This design comes from an exercise in tuning for small area, a short achievable clock period and few clock cycles per item on the open sky130 flow, not from production work.
Function was checked by simulation only, so behaviour that the tests miss may differ from the original.

==> 02-08: inputs <==
==> flow/design.v (excerpt) <==
module nbhd_filter (
    input  wire        clk,
    input  wire        rst,         
    input  wire        in_valid,
    output wire        in_ready,
    input  wire [1:0]  in_op,       
    input  wire [71:0] in_win,
    output wire        out_valid,
    output wire [7:0]  out_pix
);
Settings: LEC_CHECK=0, ABC_AREA=1, CAP_MARGIN=20, CORE_MARGIN=2, CORE_UTILIZATION=60, SLEW_MARGIN=20; clock period 35.0 ns.
standard.sh (not shown) runs the stock make flow with config.mk's settings and CLKGATE_MAP_FILE= SYNTH_SCRIPT=/design/flow/synth_recipe.tcl, a recipe that flattens the netlist after the stock synthesis.
==> flow/flow/run.sh <==
#!/bin/bash
# The standard layout (standard.sh), with every input and output port
# buffered by a plain buf_1 cell instead of the buffer_ports default.
set -euo pipefail
export BUFFER_PORTS_ARGS="-buffer_cell sky130_fd_sc_hd__buf_1"
bash standard.sh > standard.log 2>&1
==> 11-20 (differences from 02-08) <==
--- a/flow/design.v
+++ b/flow/design.v
@@ -256,37 +256,21 @@
     wire gy_77 = gy_39 & gy_57;
     wire [10:0] sy_w = {1'b1, gy_76, gy_74, gy_72, gy_70, gy_68, gy_66, gy_64, gy_62, gy_60, gy_40} + {gy_77, gy_75, gy_73, gy_71, gy_69, gy_67, gy_65, gy_63, gy_61, gy_59, gy_58};
     assign sx = sx_w;
     assign sy = sy_w;
 endmodule
-module nbhd_sobel_mag (
+module nbhd_sobel_sq (
     input  wire [10:0] sx,
     input  wire [10:0] sy,
-    output wire [7:0]  a,
-    output wire        xs,
-    output wire [7:0]  b,
-    output wire        ys,
-    output wire        big
+    output wire [15:0] mc
 );
-    assign xs = sx[10];
-    assign ys = sy[10];
+    wire xs = sx[10], ys = sy[10];
     wire [10:0] cx = sx ^ {11{xs}};
     wire [10:0] cy = sy ^ {11{ys}};
     wire bigx = (cx[10:8] != 3'd0) | ((cx[7:1] == 7'h7f) & (cx[0] | xs));
     wire bigy = (cy[10:8] != 3'd0) | ((cy[7:1] == 7'h7f) & (cy[0] | ys));
-    assign a = cx[7:0];
-    assign b = cy[7:0];
-    assign big = bigx | bigy;
-endmodule
-module nbhd_sobel_sq (
-    input  wire [7:0]  a,
-    input  wire        xs,
-    input  wire [7:0]  b,
-    input  wire        ys,
-    input  wire        big,
-    output wire [15:0] mc
-);
+    wire [7:0] a = cx[7:0], b = cy[7:0];
     wire sq_0 = (a[0] & a[5]) ^ (a[1] & a[4]);
     wire sq_1 = (a[0] & a[5]) & (a[1] & a[4]);
     wire sq_2 = (a[0] & a[7]) ^ (a[1] & a[6]) ^ (a[2] & a[5]);
     wire sq_3 = ((a[0] & a[7]) & (a[1] & a[6])) | ((a[2] & a[5]) & ((a[0] & a[7]) ^ (a[1] & a[6])));
     wire sq_4 = (a[3] & a[4]) ^ a[4];
@@ -430,11 +414,11 @@
     wire sq_142 = sq_83 ^ sq_112 ^ sq_111;
     wire sq_143 = (sq_83 & sq_112) | (sq_111 & (sq_83 ^ sq_112));
     wire sq_144 = sq_85 ^ sq_113;
     wire sq_145 = sq_85 & sq_113;
     wire [16:0] m = {sq_145, sq_144, sq_142, sq_140, sq_138, sq_136, sq_134, sq_132, sq_130, sq_128, sq_126, sq_124, sq_122, sq_120, sq_118, sq_116, sq_86} + {1'b0, sq_143, sq_141, sq_139, sq_137, sq_135, sq_133, sq_131, sq_129, sq_127, sq_125, sq_123, sq_121, sq_119, sq_117, sq_115, sq_114};
-    wire sat = big | m[16] | (m[15:0] >= 16'd65025);
+    wire sat = bigx | bigy | m[16] | (m[15:0] >= 16'd65025);
     assign mc = sat ? 16'hfe00 : m[15:0];
 endmodule
 module nbhd_sqrt_a (
     input  wire [15:0] m,
     output wire [6:0] rem,
@@ -559,64 +543,64 @@
         s1_op    <= in_op;
         s1_win   <= in_win;
     end
     wire [7:0]  sharpen_pix, median_pix;
     wire [10:0] sx, sy;
-    wire [7:0]  ga, gb;
-    wire        gxs, gys, gbig;
     nbhd_sharpen    u_sharpen (.win(s1_win), .pix(sharpen_pix));
     nbhd_median     u_median  (.win(s1_win), .pix(median_pix));
     nbhd_sobel_grad u_grad    (.win(s1_win), .sx(sx), .sy(sy));
-    nbhd_sobel_mag  u_mag     (.sx(sx), .sy(sy), .a(ga), .xs(gxs), .b(gb), .ys(gys), .big(gbig));
-    wire       sobel = (s1_op == 2'd1);
-    reg  [7:0] s1_a;
+    reg [7:0] s1_pix;
     always @* begin
         case (s1_op)
-            2'd0:    s1_a = sharpen_pix;
-            2'd1:    s1_a = ga;
-            2'd2:    s1_a = median_pix;
-            default: s1_a = s1_win[39:32];
+            2'd0:    s1_pix = sharpen_pix;
+            2'd2:    s1_pix = median_pix;
+            default: s1_pix = s1_win[39:32];
         endcase
     end
-    reg        s2_valid;
-    reg [7:0]  s2_a, s2_b;
-    reg        s2_xs, s2_ys, s2_big;
+    reg        s2_valid, s2_sobel;
+    reg [7:0]  s2_pix;
+    reg [10:0] s2_sx, s2_sy;
     always @(posedge clk) begin
         s2_valid <= s1_valid & ~rst;
-        s2_a     <= s1_a;
-        s2_b     <= gb & {8{sobel}};
-        s2_xs    <= gxs & sobel;
-        s2_ys    <= gys & sobel;
-        s2_big   <= gbig & sobel;
+        s2_sobel <= (s1_op == 2'd1);
+        s2_pix   <= s1_pix;
+        s2_sx    <= sx;
+        s2_sy    <= sy;
     end
     wire [15:0] mc;
-    nbhd_sobel_sq u_sq (.a(s2_a), .xs(s2_xs), .b(s2_b), .ys(s2_ys), .big(s2_big), .mc(mc));
-    reg        s3_valid;
+    nbhd_sobel_sq u_sq (.sx(s2_sx), .sy(s2_sy), .mc(mc));
+    reg        s3_valid, s3_sobel;
+    reg [7:0]  s3_pix;
     reg [15:0] s3_m;
     always @(posedge clk) begin
         s3_valid <= s2_valid & ~rst;
+        s3_sobel <= s2_sobel;
+        s3_pix   <= s2_pix;
         s3_m     <= mc;
     end
     wire [6:0] rem_a;
     wire [5:0] root_a;
     nbhd_sqrt_a u_sqa (.m(s3_m), .rem(rem_a), .root(root_a));
-    reg        s4_valid;
+    reg        s4_valid, s4_sobel;
+    reg [7:0]  s4_pix;
     reg [15:0] s4_m;
     reg [6:0] s4_rem;
     reg [5:0] s4_root;
     always @(posedge clk) begin
         s4_valid <= s3_valid & ~rst;
+        s4_sobel <= s3_sobel;
+        s4_pix   <= s3_pix;
         s4_m     <= s3_m;
         s4_rem   <= rem_a;
         s4_root  <= root_a;
     end
-    wire [7:0] root_pix;
-    nbhd_sqrt_b u_sqb (.m(s4_m), .rem(s4_rem), .root(s4_root), .pix(root_pix));
+    wire [7:0] sobel_pix;
+    nbhd_sqrt_b u_sqb (.m(s4_m), .rem(s4_rem), .root(s4_root), .pix(sobel_pix));
     reg       s5_valid;
     reg [7:0] s5_pix;
     always @(posedge clk) begin
         s5_valid <= s4_valid & ~rst;
-        s5_pix   <= root_pix;
+        s5_pix   <= s4_sobel ? sobel_pix : s4_pix;
     end
     assign out_valid = s5_valid;
     assign out_pix   = s5_pix;
 endmodule
==> flow/run.sh (new file) <==
#!/bin/bash
# synth_recipe.tcl (not shown) runs the flow's synth.tcl, then flattens the netlist and writes it again
# the make line also repeats each setting of config.mk as NAME=value (left out here)
make -C /OpenROAD-flow-scripts/flow DESIGN_CONFIG=/design/flow/config.mk WORK_HOME=/design/flow/orfs CLKGATE_MAP_FILE= SYNTH_SCRIPT=/design/flow/synth_recipe.tcl finish
removed: flow/flow/run.sh
removed: flow/standard.sh
==> results.txt <==
| item | 11-20 | 02-08 |
|---|---|---|
| Outcome | timing/DRC/antenna clean | timing/DRC/antenna clean |
| Vert. Die Dim | 175.1 µm | 173.0 µm |
| Setup Slack @ Placement | 27,170 ps | 27,560 ps |
| Via total after detailed routing | 15,775 | 15,904 |
| Compound-gate portion of the synthesized area | 15.25% | 15.01% |
| Area share of and/or/nand/nor cells after synthesis | 20.07% | 21.46% |
| Clock transition at the registers of the reported paths | 70 ps | 60 ps |
| Register-to-register path setup slack | 27,670 ps | 27,310 ps |
| Delay of the slowest cell on the worst path | 530 ps | 320 ps |
| Final core utilization | 67.13% | 65.74% |
| Inst Count DP | 2,890 | 2,920 |
| Worst-case hold slack | 327.9 ps | 328.1 ps |
| # Taps | 384 | 378 |
| Hold path endpoint | s3_pix[3] | s4_m[1] |
| Maximum clock skew at final layout | 13.73 ps | 12.73 ps |
| Placer's final routability congestion estimate | 0.9964 | 0.9699 |
| Data arrival time at the worst-slack endpoint | 1290 ps | 910 ps |
| Nets in the synthesized netlist | 2,827 | 2,864 |
| Worst reg-to-reg path cell count | 50 | 44 |
Testbench counts of 02-08, summed over its fixed seeds: cycles 24,032, items 24,000.
Testbench counts of 11-20, summed over its fixed seeds: cycles 24,032, items 24,000.

* * *

==> trial 73 <==
nbhd_filter, a different RTL version from the one above (not shown whole).
==> flow/config.mk <==
export PLATFORM = sky130hd
export DESIGN_NAME = nbhd_filter
export DESIGN_NICKNAME = nbhd_filter
export VERILOG_FILES = /design/flow/design.v
export SDC_FILE = /design/flow/constraint.sdc
export NUM_CORES = 4
export LEC_CHECK = 0
export ABC_AREA = 1
export CAP_MARGIN = 20
export CORE_MARGIN = 2
export CORE_UTILIZATION = 60
export CTS_CLUSTER_DIAMETER = 80
export CTS_CLUSTER_SIZE = 30
export SLEW_MARGIN = 20
==> flow/constraint.sdc <==
create_clock -name core_clock -period 35.0 [get_ports {clk}]
set_input_delay 7.0000 -clock core_clock [delete_from_list [all_inputs] [get_ports {clk}]]
set_output_delay 7.0000 -clock core_clock [all_outputs]
set_load 0.01 [all_outputs]
==> flow/flow/run.sh <==
#!/bin/bash
# The standard layout (standard.sh), with every input and output port
# buffered by a plain buf_1 cell instead of the buffer_ports default.
set -euo pipefail
export BUFFER_PORTS_ARGS="-buffer_cell sky130_fd_sc_hd__buf_1"
bash standard.sh > standard.log 2>&1
==> inputs of trial 28, as changes to trial 73 <==
Settings changed: CTS_CLUSTER_DIAMETER 80 to unset, CTS_CLUSTER_SIZE 30 to unset.
==> inputs of build 78, as changes to trial 73 <==
==> flow/flow/run.sh (replaced) <==
#!/bin/bash
# The standard layout (standard.sh), with every input and output port
# buffered by a plain buf_1 cell instead of the buffer_ports default, and
# clock tree synthesis without dummy loads.
set -euo pipefail
export BUFFER_PORTS_ARGS="-buffer_cell sky130_fd_sc_hd__buf_1"
export CTS_ARGS="-sink_clustering_enable -repair_clock_nets -dont_use_dummy_load"
bash standard.sh > standard.log 2>&1
Settings changed: CTS_CLUSTER_DIAMETER 80 to unset, CTS_CLUSTER_SIZE 30 to unset.
==> results_dict.tcl <==
set metrics [dict create \
    grt_pass1_vias 15110 \
    setup.worst_path.end "out_valid" \
    timing.fmax_ghz 0.1265 \
    routed_wirelength_mm 49.15 \
    gr-usage-met1 0.4196 \
    grt_use_total 0.3521 \
    utilization_of_the_core_after_routing 0.6510 \
    post-route-cell-area_mm2 0.01745 \
    grt_first_pass_wirelength_mm 77.95 \
    drt_iter0_drc 1198 \
    fillCellCount 2531 \
    crit_path_from "s5_valid" \
    outcome "timing/DRC/antenna clean" \
]
That was trial 28.
==> results_dict.tcl <==
set metrics [dict create \
    fillCellCount 2556 \
    gr-usage-met1 0.4205 \
    outcome "timing/DRC/antenna clean" \
    routed_wirelength_mm 49.06 \
    post-route-cell-area_mm2 0.01728 \
    utilization_of_the_core_after_routing 0.6448 \
    grt_pass1_vias 15080 \
    drt_iter0_drc 1207 \
    grt_use_total 0.3509 \
    grt_first_pass_wirelength_mm 77.75 \
]
That was build 78.
==> results_dict.tcl <==
set metrics [dict create \
    outcome "timing/DRC/antenna clean" \
    synth_area_leader_cell "dfxtp_1" \
    grt_pass1_vias 15110 \
    synth_top_area_share 0.1781 \
    routed_wirelength_mm 49.15 \
    setup.worst_path.end "out_valid" \
    drt_iter0_drc 1198 \
    fillCellCount 2531 \
    grt_use_total 0.3521 \
    floorplan.initialDensity 0.6083 \
    post-route-cell-area_mm2 0.01745 \
    grt_first_pass_wirelength_mm 77.95 \
    crit_path_from "s5_valid" \
    timing.fmax_ghz 0.1265 \
    cts.path.max_buffers 2 \
]
That was trial 73.
Testbench counts of trial 73, summed over its fixed seeds: cycles 24,032, items 24,000.
Testbench counts of trial 28, summed over its fixed seeds: cycles 24,032, items 24,000.
Testbench counts of build 78, summed over its fixed seeds: cycles 24,032, items 24,000.

## re-timing with driven ports
No port has a modelled driver above. Below, the same layouts with a new extraction and two added sets of constraints.
Step 1 (the two cells are an assumption about what drives the block):
set clk [get_ports {clk}]
set_driving_cell -lib_cell sky130_fd_sc_hd__clkbuf_16 $clk
set_driving_cell -lib_cell sky130_fd_sc_hd__buf_2 [delete_from_list [all_inputs] $clk]
Step 2 adds t to the input delays and takes it off the output delays; t is the mean of the earliest and latest rising clock arrival at the registers after step 1. Input paths then give back, and output paths get back, about the clock's delay inside the block.
Slacks: no drivers / after step 1 / after step 2; pairs: no drivers / after step 1.
| run | t (ns) | setup slack, ns | worst slew at a driven data input, ns |
|---|---|---|---|
| 02-08 | 0.500 | 27.092 / 27.039 / 27.315 | 0.03 |
| 11-20 | 0.498 | 26.715 / 26.660 / 27.159 | 0.04 |
| trial 73 | 0.490 | 27.095 / 27.040 / 27.530 | 0.04 |
| trial 28 | 0.490 | 27.095 / 27.040 / 27.530 | 0.04 |
| build 78 | 0.473 | 27.101 / 27.047 / 27.519 | 0.04 |
After both steps every run listed still meets setup and hold.
